Background: an optimization exercise with open tools, aiming at small area, a short achievable clock period and few clock cycles. Do not read the settings as production practice.
Only simulation tests tie the RTL to the original design; equivalence was not proved.
Power figures rest on the tool's default switching activity, not on a simulated workload.

==> violet <==
==> flow/design.v (excerpt) <==
module idcodec_core (
    input             clk,
    input             rst,
    input             in_valid,
    output            in_ready,
    input      [2:0]  in_op,
    input      [63:0] in_data,
    output            dig_valid,
    output     [7:0]  dig_data,
    output            resp_valid,
    output     [63:0] resp_value,
    output            resp_ovf,
    output     [6:0]  resp_len
);
make LEC_CHECK=0 CAP_MARGIN=30 CORE_MARGIN=2 CORE_UTILIZATION=25 SLEW_MARGIN=30 finish   # period 12.0 ns
run.sh (not shown) runs the stock make flow with config.mk's settings and CLKGATE_MAP_FILE= SYNTH_SCRIPT=/design/flow/synth_recipe.tcl, a recipe that flattens the netlist after the stock synthesis.
==> harbor: changes against violet <==
--- a/flow/design.v
+++ b/flow/design.v
@@ -31,32 +31,36 @@
     always @(posedge clk) begin
         cmd_v    <= acc_now;
         cmd_op   <= in_op;
         cmd_data <= in_data;
     end
     wire c_cfg  = cmd_v & (cmd_op == OP_SETCFG);
     wire c_perm = cmd_v & (cmd_op == OP_SETPERM);
-    wire c_enc  = cmd_v & ~rst & (cmd_op == OP_ENC);
-    wire c_dig  = cmd_v & ~rst & (cmd_op == OP_DIGIT);
-    wire c_dec  = cmd_v & ~rst & (cmd_op == OP_DEC);
+    wire c_enc  = cmd_v & (cmd_op == OP_ENC);
+    wire c_dig  = cmd_v & (cmd_op == OP_DIGIT);
+    wire c_dec  = cmd_v & (cmd_op == OP_DEC);
     reg [8:0]    base;
+    reg [8:0]    mbase;            
     reg [6:0]    minlen;
     reg [10:0]   nbase1;           
     reg [10:0]   nbase2;           
-    reg [179:0]  mul;              
+    reg [194:0]  mula;
     reg [2047:0] permf;
     always @(posedge clk) begin
         if (c_cfg) begin
             base   <= cmd_data[8:0];
             minlen <= cmd_data[22:16];
         end
+        mbase  <= base;
         nbase1 <= 11'd0 - {2'd0, base};
         nbase2 <= 11'd0 - {1'd0, base, 1'b0};
         for (i = 1; i < 16; i = i + 1)
-            mul[12*(i-1) +: 12] <= {3'd0, base} * i[3:0];
+        begin
+            mula[13*(i-1) +: 13] <= {4'd0, base} * i[3:0];
+        end
         for (i = 0; i < 256; i = i + 1)
             if (c_cfg || (c_perm && cmd_data[7:0] == i[7:0]))
                 permf[8*i +: 8] <= c_cfg ? 8'hff : cmd_data[15:8];
     end
     reg [511:0] qm;
     function [5:0] ewrap;
         input [5:0] a;
@@ -100,25 +104,32 @@
     reg  [63:0] ck0, ck1;
     localparam [63:0] CKM = 64'hff00_ff00_ff00_ff00;
     reg        c_p0, c_p1, c_f0, c_f1, c_n0, c_n1;
     reg  [1:0] c_d0, c_d1;
     reg  [7:0] carry;
     reg        d_we0, d_we1;
     reg  [5:0] d_w0, d_w1;
-    reg  [7:0] d_wd0, d_wd1;
+    reg        d_sel0, d_sel1, d_p0, d_p1, d_u0, d_u1;
+    reg  [1:0] d_d0, d_d1;
+    reg  [7:0] d_dl0, d_dl1, d_v0, d_v1, d_s0, d_s1, d_i0, d_i1;
+    wire [7:0] d_o0  = d_p0 ? d_v0 : fwd ? d_s0 : d_i0;
+    wire [7:0] d_o1  = d_p1 ? d_v1 : fwd ? d_s1 : d_i1;
+    wire [7:0] d_wd0 = d_sel0 ? d_dl0 : d_o0;
+    wire [7:0] d_wd1 = d_sel1 ? d_dl1 : d_o1;
     reg         o_busy;
     reg         o_fwd;
     reg         o_full;
     reg         o_half;
     reg  [1:0]  o_claim;
     reg  [6:0]  o_n;
     reg  [5:0]  o_nm1;
     reg  [5:0]  o_base;
-    reg  [5:0]  o_last;
+    wire [5:0]  o_last;
     reg  [5:0]  o_addr;
+    assign o_last = ewrap(o_base + o_nm1, o_full, o_half);
     reg  [5:0]  o_off;
     reg  [6:0]  o_cnt;        
     reg  [3:0] pp_row [0:3];
     reg  [7:0] pp_out [0:3];
     always @(*) begin
         for (i = 0; i < 4; i = i + 1) begin
             if (eng_run && e_nz && (efull || i[1] == ehalf))
@@ -156,15 +167,14 @@
     wire la1 = ~fwd & ~pass1 & ~last1 & ~fl1;
     wire ok2 = eng_run & v1 & ({6'd0, 1'b1, ~fwd} <= slk);
     wire ok1 = eng_run & v0 & ({7'd0, la0} < slk);
     wire [1:0] g = ok2 ? 2'd2 : ok1 ? 2'd1 : 2'd0;
     wire sq_end = ~sq_pre & (sq_left == 13'd0);
     wire       cw0_en = eng_run && d_we0;
     wire       cw1_en = eng_run && d_we1;
-    wire [7:0] wd0, wd1;
     wire [7:0] x0 = (cw1_en && d_w1 == rd0) ? d_wd1 : (cw0_en && d_w0 == rd0) ? d_wd0 : mx0;
     wire [7:0] x1 = (cw1_en && d_w1 == rd1) ? d_wd1 : (cw0_en && d_w0 == rd1) ? d_wd0 : mx1;
     wire [7:0] xl = (cw1_en && d_w1 == rd2) ? d_wd1 : (cw0_en && d_w0 == rd2) ? d_wd0 : mxl;
     wire [5:0] rd3 = ewrap(rd0 + 6'd3, efull, ehalf);
     wire [5:0] rd4 = ewrap(rd0 + 6'd4, efull, ehalf);
     reg  [7:0] gv0 [0:7];
     reg  [7:0] gv1 [0:7];
@@ -179,14 +189,16 @@
     wire [7:0] sb0 = b_l0 ? 8'd0 : b_x1;
     wire [7:0] sb1 = b_l1 ? 8'd0 : b_xl;
     wire [8:0] df0 = {1'b0, b_x0} - {1'b0, sb0};
     wire [8:0] df1 = {1'b0, b_x1} - {1'b0, sb1};
     wire [8:0] dm0 = df0[8] ? df0 + base : df0;
     wire [8:0] dm1 = df1[8] ? df1 + base : df1;
     wire [7:0] v0_n = b_p0 ? b_x0 : fwd ? pl0 : dm0[7:0];
+    wire [7:0] k0_n = b_p0 ? b_x0 : dm0[7:0];    
+    wire [7:0] k1_n = b_p1 ? b_x1 : dm1[7:0];
     wire [7:0] v1_n = b_p1 ? b_x1 : fwd ? pl1 : dm1[7:0];
     wire [7:0]  cin0 = c_f0 ? 8'd0 : carry;
     wire [10:0] t0a  = {3'd0, cin0} + {3'd0, c_v0};
     wire [10:0] t0b  = {3'd0, cin0} + {3'd0, c_v0} + nbase1;
     wire [7:0]  sum0 = t0b[10] ? t0a[7:0] : t0b[7:0];
     wire [10:0] t1a  = {3'd0, cin0} + {3'd0, c_v0} + {3'd0, c_v1};
     wire [10:0] t1b  = {3'd0, cin0} + {3'd0, c_v0} + {3'd0, c_v1} + nbase1;
@@ -197,18 +209,14 @@
         iv0 = 8'd0;
         iv1 = 8'd0;
         for (i = 0; i < 256; i = i + 1) begin
             iv0 = iv0 | ({8{(permf[8*i +: 8] ^ CKM[8*(i/32) +: 8]) == ck0[8*(i/32) +: 8]}} & i[7:0]);
             iv1 = iv1 | ({8{(permf[8*i +: 8] ^ CKM[8*(i/32) +: 8]) == ck1[8*(i/32) +: 8]}} & i[7:0]);
         end
     end
-    wire [7:0] o0 = c_p0 ? c_v0 : fwd ? sum0 : iv0;
-    wire [7:0] o1 = c_p1 ? c_v1 : fwd ? sum1 : iv1;
-    assign wd0 = (c_d0 != 2'd3) ? dl[c_d0] : o0;
-    assign wd1 = (c_d1 != 2'd3) ? dl[c_d1] : o1;
     reg  [2:0]  ld_st;
     reg         ld_fwd;
     reg         lh;           
     reg  [1:0]  lclaim;       
     reg  [5:0]  lp;           
     reg  [6:0]  cnt;          
     reg  [12:0] sq_n;         
@@ -232,38 +240,43 @@
     reg  [3:0]  ntop;
     reg  [3:0]  fnib;
     reg         dv;
     reg  [7:0]  dd;
     function [11:0] div16;
         input [7:0]   r;
         input [3:0]   nib;
-        input [179:0] m;
+        input [194:0] m;
+        input [1:0]   form;
         reg   [11:0]  xd;
         reg   [12:0]  dj [1:15];
         reg   [15:0]  ge;
         reg   [15:0]  oh;
         integer k;
         begin
             xd = {r, nib};
             ge[0] = 1'b1;
             for (k = 1; k < 16; k = k + 1) begin
-                dj[k] = {1'b0, xd} - {1'b0, m[12*(k-1) +: 12]};
+                case (form)
+                    2'd0:    dj[k] = {1'b0, xd} - m[13*(k-1) +: 13];
+                    2'd1:    dj[k] = {1'b0, xd} + m[13*(k-1) +: 13];
+                    default: dj[k] = {1'b0, xd} + m[13*(k-1) +: 13] + 13'd1;
+                endcase
                 ge[k] = ~dj[k][12];
             end
             for (k = 0; k < 15; k = k + 1)
                 oh[k] = ge[k] & ~ge[k+1];
             oh[15] = ge[15];
             div16 = {4'd0, xd[7:0] & {8{oh[0]}}};
             for (k = 1; k < 16; k = k + 1)
                 div16 = div16 | {k[3:0] & {4{oh[k]}}, dj[k][7:0] & {8{oh[k]}}};
         end
     endfunction
-    wire [11:0] dv1 = div16(rem, cur_nib, mul);
-    wire [11:0] dv2 = div16(rem2, qn1_r, mul);
-    wire [11:0] dv3 = div16(rem3, qn2_r, mul);
+    wire [11:0] dv1 = div16(rem, cur_nib, mula, 2'd0);
+    wire [11:0] dv2 = div16(rem2, qn1_r, mula, 2'd0);
+    wire [11:0] dv3 = div16(rem3, qn2_r, mula, 2'd0);
     wire [3:0]  qn  = dv1[11:8];
     wire [7:0]  rn  = dv1[7:0];
     wire [3:0]  qn2 = dv2[11:8];
     wire [7:0]  rn2 = dv2[7:0];
     wire [3:0]  qn3 = dv3[11:8];
     wire [7:0]  rn3 = dv3[7:0];
     wire [3:0]  q_prev_nib = q[4*(tn - 4'd1) +: 4];
@@ -327,16 +340,16 @@
     reg         dig_v_r;
     reg  [7:0]  dig_d_r;
     reg         resp_v_r;
     reg  [6:0]  resp_len_r;
     wire        d_fast  = dvalid && !inprog && (ac == 3'd0);
     wire        d_start = dvalid && !inprog && (ac != 3'd0);
     wire [15:0] mchunk  = acc[16*mci[1:0] +: 16];
-    wire [20:0] mprl    = mreg * base[4:0];
-    wire [19:0] mprh    = mreg * base[8:5];
+    wire [20:0] mprl    = mreg * mbase[4:0];
+    wire [19:0] mprh    = mreg * mbase[8:5];
     wire [24:0] asum    = {4'd0, prl} + {prh, 5'd0} + {16'd0, cr};
     wire        fin_add = mv && plast;
     reg         dn_v;
     reg         dn_fwd, dn_full, dn_half;
     reg  [1:0]  dn_claim;
     reg  [6:0]  dn_n;
     reg  [5:0]  dn_F;
@@ -392,21 +405,21 @@
         xa1[9:5]   <= ~x1[4:0];
         if (fwd) begin
             xa0[14:10] <= x0[4:0];
             xa1[14:10] <= x1[4:0];
             xa0[19:15] <= ~x0[4:0];
             xa1[19:15] <= ~x1[4:0];
         end
-        ck0[55:48] <= v0_n;
-        ck1[55:48] <= v1_n;
-        ck0[63:56] <= ~v0_n;
-        ck1[63:56] <= ~v1_n;
+        ck0[55:48] <= k0_n;
+        ck1[55:48] <= k1_n;
+        ck0[63:56] <= ~k0_n;
+        ck1[63:56] <= ~k1_n;
         if (!fwd) begin
-            ck0[7:0] <= v0_n;
-            ck1[7:0] <= v1_n;
+            ck0[7:0] <= k0_n;
+            ck1[7:0] <= k1_n;
         end
     end
     always @(posedge clk) begin
         for (i = 0; i < 64; i = i + 1)
             if (wq_en[i / 16] && wq_row[i / 16] == i[3:0])
                 qm[8*i +: 8] <= wq_dat[i / 16];
     end
@@ -654,27 +667,27 @@
                 end
             end
             c_g  <= b_g;
             c_w  <= b_w;
             c_w1 <= ewrap(b_w + 6'd1, efull, ehalf);
             c_v0 <= v0_n;
             c_v1 <= v1_n;
-            ck0[15:8] <= ~v0_n;
-            ck1[15:8] <= ~v1_n;
+            ck0[15:8] <= ~k0_n;
+            ck1[15:8] <= ~k1_n;
             if (!fwd) begin
-                ck0[23:16] <= v0_n;
-                ck1[23:16] <= v1_n;
-                ck0[31:24] <= ~v0_n;
-                ck1[31:24] <= ~v1_n;
+                ck0[23:16] <= k0_n;
+                ck1[23:16] <= k1_n;
+                ck0[31:24] <= ~k0_n;
+                ck1[31:24] <= ~k1_n;
             end
             if (b_g != 2'd0) begin
-                ck0[39:32] <= v0_n;
-                ck1[39:32] <= v1_n;
-                ck0[47:40] <= ~v0_n;
-                ck1[47:40] <= ~v1_n;
+                ck0[39:32] <= k0_n;
+                ck1[39:32] <= k1_n;
+                ck0[47:40] <= ~k0_n;
+                ck1[47:40] <= ~k1_n;
             end
             c_p0 <= b_p0;
             c_p1 <= b_p1;
             c_f0 <= b_f0;
             c_f1 <= b_f1;
             c_d0 <= b_d0;
             c_d1 <= b_d1;
@@ -682,18 +695,32 @@
             c_n1 <= b_n1;
             if (c_g == 2'd2)      carry <= sum1;
             else if (c_g == 2'd1) carry <= sum0;
             d_we0 <= (c_g != 2'd0) && !c_n0;
             d_we1 <= (c_g == 2'd2) && !c_n1;
             d_w0  <= c_w;
             d_w1  <= c_w1;
-            d_wd0 <= wd0;
-            d_wd1 <= wd1;
-            if (c_g != 2'd0 && c_d0 != 2'd3) dl[c_d0] <= o0;
-            if (c_g == 2'd2 && c_d1 != 2'd3) dl[c_d1] <= o1;
+            d_sel0 <= (c_d0 != 2'd3);
+            d_sel1 <= (c_d1 != 2'd3);
+            d_dl0  <= dl[c_d0];
+            d_dl1  <= dl[c_d1];
+            d_d0   <= c_d0;
+            d_d1   <= c_d1;
+            d_u0   <= (c_g != 2'd0);
+            d_u1   <= (c_g == 2'd2);
+            d_p0   <= c_p0;
+            d_p1   <= c_p1;
+            d_v0   <= c_v0;
+            d_v1   <= c_v1;
+            d_s0   <= sum0;
+            d_s1   <= sum1;
+            d_i0   <= iv0;
+            d_i1   <= iv1;
+            if (d_u0 && d_d0 != 2'd3) dl[d_d0] <= d_o0;
+            if (d_u1 && d_d1 != 2'd3) dl[d_d1] <= d_o1;
             if (eng_done)
                 eng_run <= 1'b0;
         end
         if (rst) begin
             dn_v <= 1'b0;
         end else begin
             if (o_take_dn)
@@ -809,15 +836,14 @@
                 o_full  <= os_full;
                 o_half  <= os_half;
                 o_claim <= o_take_dn ? dn_claim : eclaim;
                 o_n     <= os_n;
                 o_nm1   <= os_n[5:0] - 6'd1;
                 o_cnt   <= os_n;
                 o_base  <= os_F;
-                o_last  <= ewrap(os_F + os_n[5:0] - 6'd1, os_full, os_half);
                 o_off   <= os_off;
                 o_addr  <= ewrap(os_F + os_off, os_full, os_half);
                 o_first <= 1'b1;
                 if (os_n == 7'd0) begin
                     o_busy     <= 1'b0;
                     resp_v_r   <= 1'b1;
                     resp_len_r <= 7'd0;
==> cedar: changes against violet <==
--- a/flow/design.v
+++ b/flow/design.v
@@ -40,23 +40,24 @@
     wire c_dec  = cmd_v & ~rst & (cmd_op == OP_DEC);
     reg [8:0]    base;
     reg [6:0]    minlen;
     reg [10:0]   nbase1;           
     reg [10:0]   nbase2;           
     reg [179:0]  mul;              
     reg [2047:0] permf;
+    wire [11:0] cb = {3'd0, cmd_data[8:0]};
     always @(posedge clk) begin
         if (c_cfg) begin
             base   <= cmd_data[8:0];
             minlen <= cmd_data[22:16];
+            nbase1 <= 11'd0 - {2'd0, cmd_data[8:0]};
+            nbase2 <= 11'd0 - {1'd0, cmd_data[8:0], 1'b0};
+            for (i = 1; i < 16; i = i + 1)
+                mul[12*(i-1) +: 12] <= cb * i[3:0];
         end
-        nbase1 <= 11'd0 - {2'd0, base};
-        nbase2 <= 11'd0 - {1'd0, base, 1'b0};
-        for (i = 1; i < 16; i = i + 1)
-            mul[12*(i-1) +: 12] <= {3'd0, base} * i[3:0];
         for (i = 0; i < 256; i = i + 1)
             if (c_cfg || (c_perm && cmd_data[7:0] == i[7:0]))
                 permf[8*i +: 8] <= c_cfg ? 8'hff : cmd_data[15:8];
     end
     reg [511:0] qm;
     function [5:0] ewrap;
         input [5:0] a;
@@ -215,21 +216,16 @@
     reg  [1:0]  hfree;        
     reg  [63:0] q;
     reg  [7:0]  rem;
     reg  [7:0]  rem2;
     reg  [3:0]  qn1_r;        
     reg  [3:0]  tn2;          
     reg         s2v;          
-    reg  [1:0]  i2d_bub;      
+    reg         i2d_bub;      
     reg         found1;       
-    reg         found2;       
-    reg  [7:0]  rem3;
-    reg  [3:0]  qn2_r;
-    reg  [3:0]  tn3;
-    reg         s3v;
     reg  [3:0]  tn;           
     reg  [3:0]  cur_nib;
     reg         found;
     reg  [3:0]  ntop;
     reg  [3:0]  fnib;
     reg         dv;
     reg  [7:0]  dd;
@@ -255,21 +251,18 @@
             div16 = {4'd0, xd[7:0] & {8{oh[0]}}};
             for (k = 1; k < 16; k = k + 1)
                 div16 = div16 | {k[3:0] & {4{oh[k]}}, dj[k][7:0] & {8{oh[k]}}};
         end
     endfunction
     wire [11:0] dv1 = div16(rem, cur_nib, mul);
     wire [11:0] dv2 = div16(rem2, qn1_r, mul);
-    wire [11:0] dv3 = div16(rem3, qn2_r, mul);
     wire [3:0]  qn  = dv1[11:8];
     wire [7:0]  rn  = dv1[7:0];
     wire [3:0]  qn2 = dv2[11:8];
     wire [7:0]  rn2 = dv2[7:0];
-    wire [3:0]  qn3 = dv3[11:8];
-    wire [7:0]  rn3 = dv3[7:0];
     wire [3:0]  q_prev_nib = q[4*(tn - 4'd1) +: 4];
     reg  [3:0]  v_top;
     reg         v_nz;
     always @(*) begin
         v_top = 4'd0;
         v_nz  = 1'b0;
         for (i = 0; i < 16; i = i + 1)
@@ -450,89 +443,71 @@
                     if (c_enc) begin
                         ld_fwd  <= 1'b1;
                         q       <= cmd_data;
                         tn      <= v_top;
                         cur_nib <= v_top_nib;
                         rem     <= 8'd0;
                         rem2    <= 8'd0;
-                        rem3    <= 8'd0;
                         found   <= 1'b0;
                         found1  <= 1'b0;
-                        found2  <= 1'b0;
                         s2v     <= 1'b0;
-                        s3v     <= 1'b0;
-                        i2d_bub <= 2'd0;
+                        i2d_bub <= 1'b0;
                         ld_st   <= v_nz ? LD_I2D : LD_PAD;
                     end
                 end
                 LD_DIG: begin
                     if (c_dec) begin
                         ld_fwd <= 1'b0;
                         ld_st  <= LD_DONE;
                     end
                 end
                 LD_I2D: begin
                     if (!i2d_stall) begin
-                        s2v <= (i2d_bub == 2'd0);
-                        if (i2d_bub == 2'd0) begin
+                        if (!i2d_bub) begin
                             qn1_r <= qn;
                             tn2   <= tn;
+                            s2v   <= 1'b1;
                             if (qn != 4'd0) found1 <= 1'b1;
                             if (tn != 4'd0) begin
                                 tn      <= tn - 4'd1;
                                 cur_nib <= q_prev_nib;
                                 rem     <= rn;
                             end else begin
                                 dv      <= 1'b1;
                                 dd      <= rn;
                                 rem     <= 8'd0;
-                                i2d_bub <= 2'd1;
+                                i2d_bub <= 1'b1;
                             end
                         end
-                        s3v <= s2v;
                         if (s2v) begin
-                            qn2_r <= qn2;
-                            tn3   <= tn2;
-                            rem2  <= rn2;
-                            if (qn2 != 4'd0) found2 <= 1'b1;
-                        end
-                        if (i2d_bub == 2'd1) begin
-                            rem2    <= 8'd0;
-                            i2d_bub <= 2'd2;
-                            if (found1) begin
-                                dv <= 1'b1;
-                                dd <= rn2;
-                            end
-                        end
-                        if (s3v) begin
                             for (i = 0; i < 16; i = i + 1)
-                                if (tn3 == i[3:0]) q[4*i +: 4] <= qn3;
-                            rem3 <= rn3;
-                            if (!found && qn3 != 4'd0) begin
+                                if (tn2 == i[3:0]) q[4*i +: 4] <= qn2;
+                            rem2 <= rn2;
+                            if (!found && qn2 != 4'd0) begin
                                 found <= 1'b1;
-                                ntop  <= tn3;
-                                fnib  <= qn3;
+                                ntop  <= tn2;
+                                fnib  <= qn2;
                             end
                         end
-                        if (i2d_bub == 2'd2) begin
-                            i2d_bub <= 2'd0;
-                            rem3    <= 8'd0;
+                        if (i2d_bub) begin
+                            s2v     <= 1'b0;
+                            i2d_bub <= 1'b0;
+                            rem2    <= 8'd0;
                             found   <= 1'b0;
                             found1  <= 1'b0;
-                            found2  <= 1'b0;
-                            if (found2) begin
+                            if (found1) begin
                                 dv <= 1'b1;
-                                dd <= rn3;
+                                dd <= rn2;
                             end
                             if (found) begin
                                 tn      <= ntop;
                                 cur_nib <= fnib;
-                            end else if (qn3 != 4'd0) begin
+                            end else if (qn2 != 4'd0) begin
                                 tn      <= 4'd0;
-                                cur_nib <= qn3;
+                                cur_nib <= qn2;
                             end else begin
                                 ld_st <= LD_PAD;
                             end
                         end
                     end
                 end
                 LD_PAD: begin
==> summary.txt <==
| Result | Reported |
|---|---|
| Status | finished clean |
| Power of the sequential group | 0.0144 W |
| Fill cell total of the finished layout | 98900 |
| Standard cell core area | 0.977 mm² |
| Mux share of post-synthesis cell area | 16.8% |
| Worst clock skew | 155 ps |
| Area of the multi-input gates | 0.133 mm² |
(the above is from violet)
==> summary.txt <==
| Result | Reported |
|---|---|
| Power of the sequential group | 0.0143 W |
| Standard cell core area | 0.987 mm² |
| Mux share of post-synthesis cell area | 16.6% |
| Routed length on met2 | 468 mm |
| Status | finished clean |
| Worst clock skew | 105 ps |
| Fill cell total of the finished layout | 99900 |
| Area of the multi-input gates | 0.134 mm² |
(the above is from harbor)
==> summary.txt <==
| Result | Reported |
|---|---|
| Crit end category | register |
| Fill cell total of the finished layout | 96300 |
| Worst clock skew | 203 ps |
| Status | finished clean |
| Power of the sequential group | 0.0140 W |
| Standard cell core area | 0.955 mm² |
(the above is from cedar)
Testbench counts of violet, summed over its fixed seeds: cycles 67,602.
Testbench counts of harbor, summed over its fixed seeds: cycles 67,602.
Testbench counts of cedar, summed over its fixed seeds: cycles 68,776.

==> re-timing with driven ports <==
Ports are ideal in the flow. The routed layouts listed here were re-timed in OpenROAD.
Step 1: set_driving_cell puts a clkbuf_16 on clk and a buf_2 on each other input, an assumption about the parent block.
Step 2 adds t to the input delays and takes it off the output delays; t is the mean of the earliest and latest rising clock arrival at the registers after step 1. Input paths then give back, and output paths get back, about the clock's delay inside the block.
a / b / c = ideal ports / drivers / drivers and shift; a / b = the first two.
| run | shift t [ns] | setup WS [ns] | hold slack, ns | worst setup path after step 2 |
|---|---|---|---|---|
| violet | 1.155 | 4.927 / 4.927 / 4.927 | 0.394 / 0.394 / 0.394 | register to register |
| harbor | 1.150 | 5.815 / 5.815 / 5.815 | 0.410 / 0.410 / 0.410 | register to register |
| cedar | 1.226 | 5.494 / 5.494 / 5.494 | 0.417 / 0.417 / 0.417 | register to register |
After both steps every run listed still meets setup and hold.
